This design comes from an exercise in tuning for small area, a short achievable clock period and few clock cycles on the open sky130 flow, not from production work.
At most, simulation tests tie the RTL to the original design; equivalence was not proved.

cedar:
==> flow/design.v <==
module twb_flash_engine (
    input  wire        clk,
    input  wire        rst,
    input  wire        cmd_valid,
    output wire        cmd_ready,
    input  wire        cmd_verify,       
    input  wire [15:0] cmd_length,       
    input  wire [15:0] cmd_start_page,
    input  wire [7:0]  cmd_page_size,    
    input  wire        buf_valid,
    output wire        buf_ready,
    input  wire [7:0]  buf_data,
    output wire        tx_valid,
    input  wire        tx_ready,
    output wire [7:0]  tx_data,
    output wire        tx_last,
    input  wire        ack_valid,
    output wire        ack_ready,
    input  wire        ack_ok,
    input  wire        rx_valid,
    output wire        rx_ready,
    input  wire [7:0]  rx_data,
    output reg         rsp_valid,
    output reg  [2:0]  rsp_status,
    output wire [15:0] rsp_page
);
    reg        st_idle, st_hdr, st_data, st_ack, st_read, st_fin;
    reg        verify;
    reg        first;        
    reg [7:0]  ps;
    reg [15:0] rem;          
    reg [7:0]  cnt;          
    reg [15:0] idx;          
    reg [15:0] addr;         
    reg [15:0] crc;          
    reg        mul;
    reg [7:0]  o_data;
    reg        o_valid, o_last;
    reg [7:0]  s_data;
    reg        s_valid;
    reg        tx_valid_q, buf_ready_q, rx_ready_q;
    wire [3:0] step  = crc[3:0];
    wire [1:0] h     = crc[5:4];
    wire       acarry = crc[8];
    assign cmd_ready = st_idle;
    assign ack_ready = st_ack;
    assign tx_valid  = tx_valid_q;
    assign tx_data   = o_data;
    assign tx_last   = o_last;
    assign buf_ready = buf_ready_q;
    assign rx_ready  = rx_ready_q;
    assign rsp_page  = idx;
    wire cmd_fire = st_idle & cmd_valid;
    wire tx_fire  = tx_valid_q & tx_ready;
    wire rx_fire  = rx_ready_q & rx_valid;
    wire buf_fire = buf_ready_q & buf_valid;
    wire ack_fire = st_ack & ack_valid;
    wire hdr_fire = st_hdr & tx_fire;
    wire lo_fire  = hdr_fire & (h == 2'd3);
    wire consume  = (st_data & tx_fire) | rx_fire;
    wire end_w    = st_data & tx_fire & o_last;
    wire end_v    = rx_fire & o_last;
    wire rem_nz   = |rem;
    wire more     = rem_nz | s_valid;
    wire       rx_ff  = &rx_data;
    wire [7:0] d      = rx_ff ? 8'h00 : (rx_data ^ o_data);
    wire [7:0] x      = crc[7:0] ^ d;
    wire       par    = ^x;
    wire [15:0] crc_upd = {par, x[7] ^ par, x[7:2] ^ x[6:1], crc[15] ^ x[1] ^ x[0],
                           crc[14] ^ x[0], crc[13:9], crc[8] ^ par};
    wire       match  = (crc[15:8] == 8'h00) & (x == 8'h00);
    wire       crc_z  = (crc == 16'h0000);
    wire cnt_nz    = |cnt;
    wire in_page   = st_data | st_read | st_ack | (st_hdr & (h == 2'd3));
    wire slot_free = ~o_valid | consume | lo_fire;
    wire src_avail = s_valid | buf_valid | ~rem_nz;
    wire load      = in_page & cnt_nz & slot_free & src_avail;
    wire [7:0] src = s_valid ? s_data : (rem_nz ? buf_data : 8'hFF);
    wire [7:0] add_a = mul ? cnt : addr[7:0];
    wire [7:0] add_b = (mul & ~addr[0]) ? 8'h00 : ps;
    wire [8:0] sum   = add_a + add_b;
    wire [7:0] hi_src = mul ? {cnt[0] ^ (addr[0] & ps[0]), addr[15:9]} : addr[15:8];
    wire adv_lo = hdr_fire & (h == 2'd2);
    wire adv_hi = st_hdr & (h == 2'd3) & acarry;
    wire adv    = hdr_fire & (h == 2'd0) & ~first;
    wire ok_w   = ack_fire & ack_ok & ~verify;
    wire ok_end = (ok_w & ~more) | (st_fin & crc_z);
    wire tr_end = ack_fire & ~ack_ok;
    wire ps_z   = (cmd_page_size == 8'd0);
    wire len_z  = (cmd_length == 16'd0);
    wire start  = cmd_fire & ~ps_z & ~len_z;
    reg        n_idle, n_hdr, n_data, n_ack, n_read, n_fin;
    reg        n_mul;
    reg [7:0]  n_o;
    reg        n_ov, n_ol;
    reg        n_sv;
    reg [15:0] n_crc;
    always @(*) begin
        n_idle = st_idle | st_fin; n_hdr = st_hdr; n_data = st_data; n_ack = st_ack;
        n_read = st_read; n_fin = 1'b0;
        if (cmd_fire) begin
            n_idle = ~start; n_hdr = start;
        end
        if (lo_fire) begin
            n_hdr = 1'b0; n_data = ~verify; n_ack = verify;
        end
        if (end_w) begin
            n_data = 1'b0; n_ack = 1'b1;
        end
        if (ack_fire) begin
            n_ack  = 1'b0;
            n_read = ack_ok & verify;
            n_hdr  = ok_w & more;
            n_idle = ~ack_ok | (~verify & ~more);
        end
        if (end_v) begin
            n_read = 1'b0;
            n_hdr  = match & more;
            n_fin  = ~(match & more);
        end
        n_mul = start | (mul & (step != 4'd15));
        n_o = o_data; n_ov = o_valid; n_ol = o_last;
        if (st_idle) begin
            n_o = 8'h02; n_ov = 1'b1; n_ol = 1'b0;
        end else if (st_hdr & (h != 2'd3)) begin
            if (tx_fire) begin
                case (h)
                    2'd0:    n_o = 8'h01;
                    2'd1:    n_o = hi_src;
                    default: begin n_o = addr[7:0]; n_ol = verify; end
                endcase
            end
        end else if (load) begin
            n_o = src; n_ov = 1'b1; n_ol = (cnt == 8'd1);
        end else if (consume & ~cnt_nz) begin
            n_o = 8'h02; n_ov = 1'b1; n_ol = 1'b0;
        end else if (consume | lo_fire) begin
            n_ov = 1'b0;
        end
        n_sv = st_idle ? 1'b0 : (s_valid ? ~load : (buf_fire & ~load));
        n_crc = 16'd0;
        if (st_read)
            n_crc = rx_fire ? crc_upd : crc;
        else if (st_hdr & ~lo_fire)
            n_crc = {crc[15:9], adv_lo & sum[8], crc[7:6], h + {1'b0, tx_fire},
                     step + {3'd0, mul}};
    end
    wire n_rem_nz = start ? 1'b1 : (buf_fire ? (rem != 16'd1) : rem_nz);
    always @(posedge clk) begin
        if (rst) begin
            st_idle     <= 1'b1;
            st_hdr      <= 1'b0;
            st_data     <= 1'b0;
            st_ack      <= 1'b0;
            st_read     <= 1'b0;
            st_fin      <= 1'b0;
            mul         <= 1'b0;
            tx_valid_q  <= 1'b0;
            buf_ready_q <= 1'b0;
            rx_ready_q  <= 1'b0;
            rsp_valid   <= 1'b0;
        end else begin
            st_idle     <= n_idle;
            st_hdr      <= n_hdr;
            st_data     <= n_data;
            st_ack      <= n_ack;
            st_read     <= n_read;
            st_fin      <= n_fin;
            mul         <= n_mul;
            tx_valid_q  <= (n_hdr & (~n_mul | (n_crc[3:0] >= 4'd14))) | (n_data & n_ov);
            buf_ready_q <= ~n_idle & ~n_sv & n_rem_nz;
            rx_ready_q  <= n_read & n_ov;
            rsp_valid   <= (cmd_fire & ~start) | (ok_w & ~more) | tr_end | st_fin;
        end
        o_data  <= n_o;
        o_valid <= n_ov;
        o_last  <= n_ol;
        s_valid <= n_sv;
        crc     <= n_crc;
        if (start)         addr <= cmd_start_page;
        else if (mul)      addr <= {sum[0], addr[15:1]};
        else if (adv_lo)   addr[7:0] <= sum[7:0];
        else if (adv_hi)   addr[15:8] <= addr[15:8] + 8'd1;
        if (start)          rem <= cmd_length;
        else if (buf_fire)  rem <= rem - 16'd1;
        if (cmd_fire) begin
            verify <= cmd_verify;
            ps     <= cmd_page_size;
        end
        if (start)                       first <= 1'b1;
        else if (hdr_fire & (h == 2'd0)) first <= 1'b0;
        if (start)           cnt <= 8'd0;
        else if (mul)        cnt <= sum[8:1];
        else if (st_hdr)     cnt <= (lo_fire & load) ? cnt - 8'd1 : ps;
        else if (load)       cnt <= cnt - 8'd1;
        if (buf_fire & ~(load & ~s_valid))
            s_data <= buf_data;
        if (cmd_fire)     idx <= start ? cmd_start_page : 16'd0;
        else if (adv)     idx <= idx + 16'd1;
        else if (ok_end)  idx <= 16'd0;
        if (cmd_fire)    rsp_status <= ps_z ? 3'd3 : 3'd0;
        else if (tr_end) rsp_status <= 3'd1;
        else if (st_fin) rsp_status <= crc_z ? 3'd0 : 3'd5;
        else if (ok_w)   rsp_status <= 3'd0;
    end
endmodule
clock: 11.0 ns
lec_check: 0
cap_margin: 20
core_margin: 2
core_utilization: 40
slew_margin: 20
standard.sh (not shown) runs the stock make flow with config.mk's settings and CLKGATE_MAP_FILE= SYNTH_SCRIPT=/design/flow/synth_recipe.tcl, a recipe that flattens the netlist after the stock synthesis.
==> flow/flow/run.sh <==
#!/bin/bash
# Standard ORFS layout with small port buffers and a lighter clock tree.
set -euo pipefail
export BUFFER_PORTS_ARGS="-buffer_cell sky130_fd_sc_hd__buf_1"
export CTS_ARGS="-sink_clustering_enable -repair_clock_nets -dont_use_dummy_load -buf_list {sky130_fd_sc_hd__clkbuf_4 sky130_fd_sc_hd__clkbuf_8} -sink_clustering_size 24 -sink_clustering_max_diameter 80"
bash standard.sh > standard.log 2>&1
Testbench counts of cedar, summed over its fixed seeds: cycles 62,368.
Edits applied to the flow inputs when going from cedar to maple:
--- a/flow/design.v
+++ b/flow/design.v
@@ -69,5 +69,4 @@
     wire [15:0] crc_upd = {par, x[7] ^ par, x[7:2] ^ x[6:1], crc[15] ^ x[1] ^ x[0],
                            crc[14] ^ x[0], crc[13:9], crc[8] ^ par};
-    wire       match  = (crc[15:8] == 8'h00) & (x == 8'h00);
     wire       crc_z  = (crc == 16'h0000);
     wire cnt_nz    = |cnt;
@@ -85,5 +84,6 @@
     wire adv    = hdr_fire & (h == 2'd0) & ~first;
     wire ok_w   = ack_fire & ack_ok & ~verify;
-    wire ok_end = (ok_w & ~more) | (st_fin & crc_z);
+    wire adv_f  = st_fin & crc_z & more;
+    wire ok_end = (ok_w & ~more) | (st_fin & crc_z & ~more);
     wire tr_end = ack_fire & ~ack_ok;
     wire ps_z   = (cmd_page_size == 8'd0);
@@ -97,5 +97,5 @@
     reg [15:0] n_crc;
     always @(*) begin
-        n_idle = st_idle | st_fin; n_hdr = st_hdr; n_data = st_data; n_ack = st_ack;
+        n_idle = st_idle | (st_fin & ~adv_f); n_hdr = st_hdr | adv_f; n_data = st_data; n_ack = st_ack;
         n_read = st_read; n_fin = 1'b0;
         if (cmd_fire) begin
@@ -116,6 +116,5 @@
         if (end_v) begin
             n_read = 1'b0;
-            n_hdr  = match & more;
-            n_fin  = ~(match & more);
+            n_fin  = 1'b1;
         end
         n_mul = start | (mul & (step != 4'd15));
@@ -146,4 +145,16 @@
                      step + {3'd0, mul}};
     end
+    reg [15:0] rem_bz, idx_c;
+    integer bi;
+    always @(*) begin
+        rem_bz[0] = 1'b1;
+        idx_c[0]  = 1'b1;
+        for (bi = 1; bi < 16; bi = bi + 1) begin
+            rem_bz[bi] = rem_bz[bi-1] & ~rem[bi-1];
+            idx_c[bi]  = idx_c[bi-1] & idx[bi-1];
+        end
+    end
+    wire [15:0] rem_dec = rem ^ rem_bz;
+    wire [15:0] idx_inc = idx ^ idx_c;
     wire n_rem_nz = start ? 1'b1 : (buf_fire ? (rem != 16'd1) : rem_nz);
     always @(posedge clk) begin
@@ -171,5 +182,5 @@
             buf_ready_q <= ~n_idle & ~n_sv & n_rem_nz;
             rx_ready_q  <= n_read & n_ov;
-            rsp_valid   <= (cmd_fire & ~start) | (ok_w & ~more) | tr_end | st_fin;
+            rsp_valid   <= (cmd_fire & ~start) | (ok_w & ~more) | tr_end | (st_fin & ~adv_f);
         end
         o_data  <= n_o;
@@ -183,5 +194,5 @@
         else if (adv_hi)   addr[15:8] <= addr[15:8] + 8'd1;
         if (start)          rem <= cmd_length;
-        else if (buf_fire)  rem <= rem - 16'd1;
+        else if (buf_fire)  rem <= rem_dec;
         if (cmd_fire) begin
             verify <= cmd_verify;
@@ -197,9 +208,9 @@
             s_data <= buf_data;
         if (cmd_fire)     idx <= start ? cmd_start_page : 16'd0;
-        else if (adv)     idx <= idx + 16'd1;
+        else if (adv)     idx <= idx_inc;
         else if (ok_end)  idx <= 16'd0;
         if (cmd_fire)    rsp_status <= ps_z ? 3'd3 : 3'd0;
         else if (tr_end) rsp_status <= 3'd1;
-        else if (st_fin) rsp_status <= crc_z ? 3'd0 : 3'd5;
+        else if (st_fin) rsp_status <= crc_z ? 3'd0 : 3'd5;   
         else if (ok_w)   rsp_status <= 3'd0;
     end
[summary]
Worst slack after detailed placement on maple is up relative to cedar.
As far as standard-cell row count goes, maple and cedar are indistinguishable; the numbers are identical.
Between maple and cedar, the starting DRC count in detailed routing is higher for cedar.
maple | status: complete | timing, DRC, antenna: pass
cedar finished every step from synthesis to the final layout, and the layout passed the timing, DRC and antenna checks.
Row cell area after synthesis: maple lower / cedar higher
Diff cedar -> maple: multiplexer share of the synthesized area has decreased, total routed wirelength has decreased.
Only the layout flow was run in maple; the RTL was not checked for function there.

==> static timing again, ports no longer ideal <==
Ports are ideal in the flow. The routed layouts listed here were re-timed in OpenROAD.
Step 1 sets driving cells, clkbuf_16 on the clock port and buf_2 on the other inputs (assumed; they add their load-dependent delay and slew).
Step 2 moves the port delays by t, midway between the first and last clock arrival at a register: inputs arrive t later, outputs are due t later. That takes back most of the time a late clock gives input paths.
a / b / c = ideal ports / drivers / drivers and shift; a / b = the first two.
run | t, ns | setup WS [ns] | worst register clock-pin slew, ns | worst slew at a driven data input, ns
cedar | 0.477 | 6.708 / 6.722 / 6.245 | 0.07 / 0.07 | 0.04
maple | 0.461 | 7.214 / 7.228 / 6.767 | 0.07 / 0.07 | 0.05
After both steps setup and hold are still met in every run listed. For cedar, which loses most, drivers alone change the setup slack by +0.014 ns; drivers and shift together by -0.463 ns.
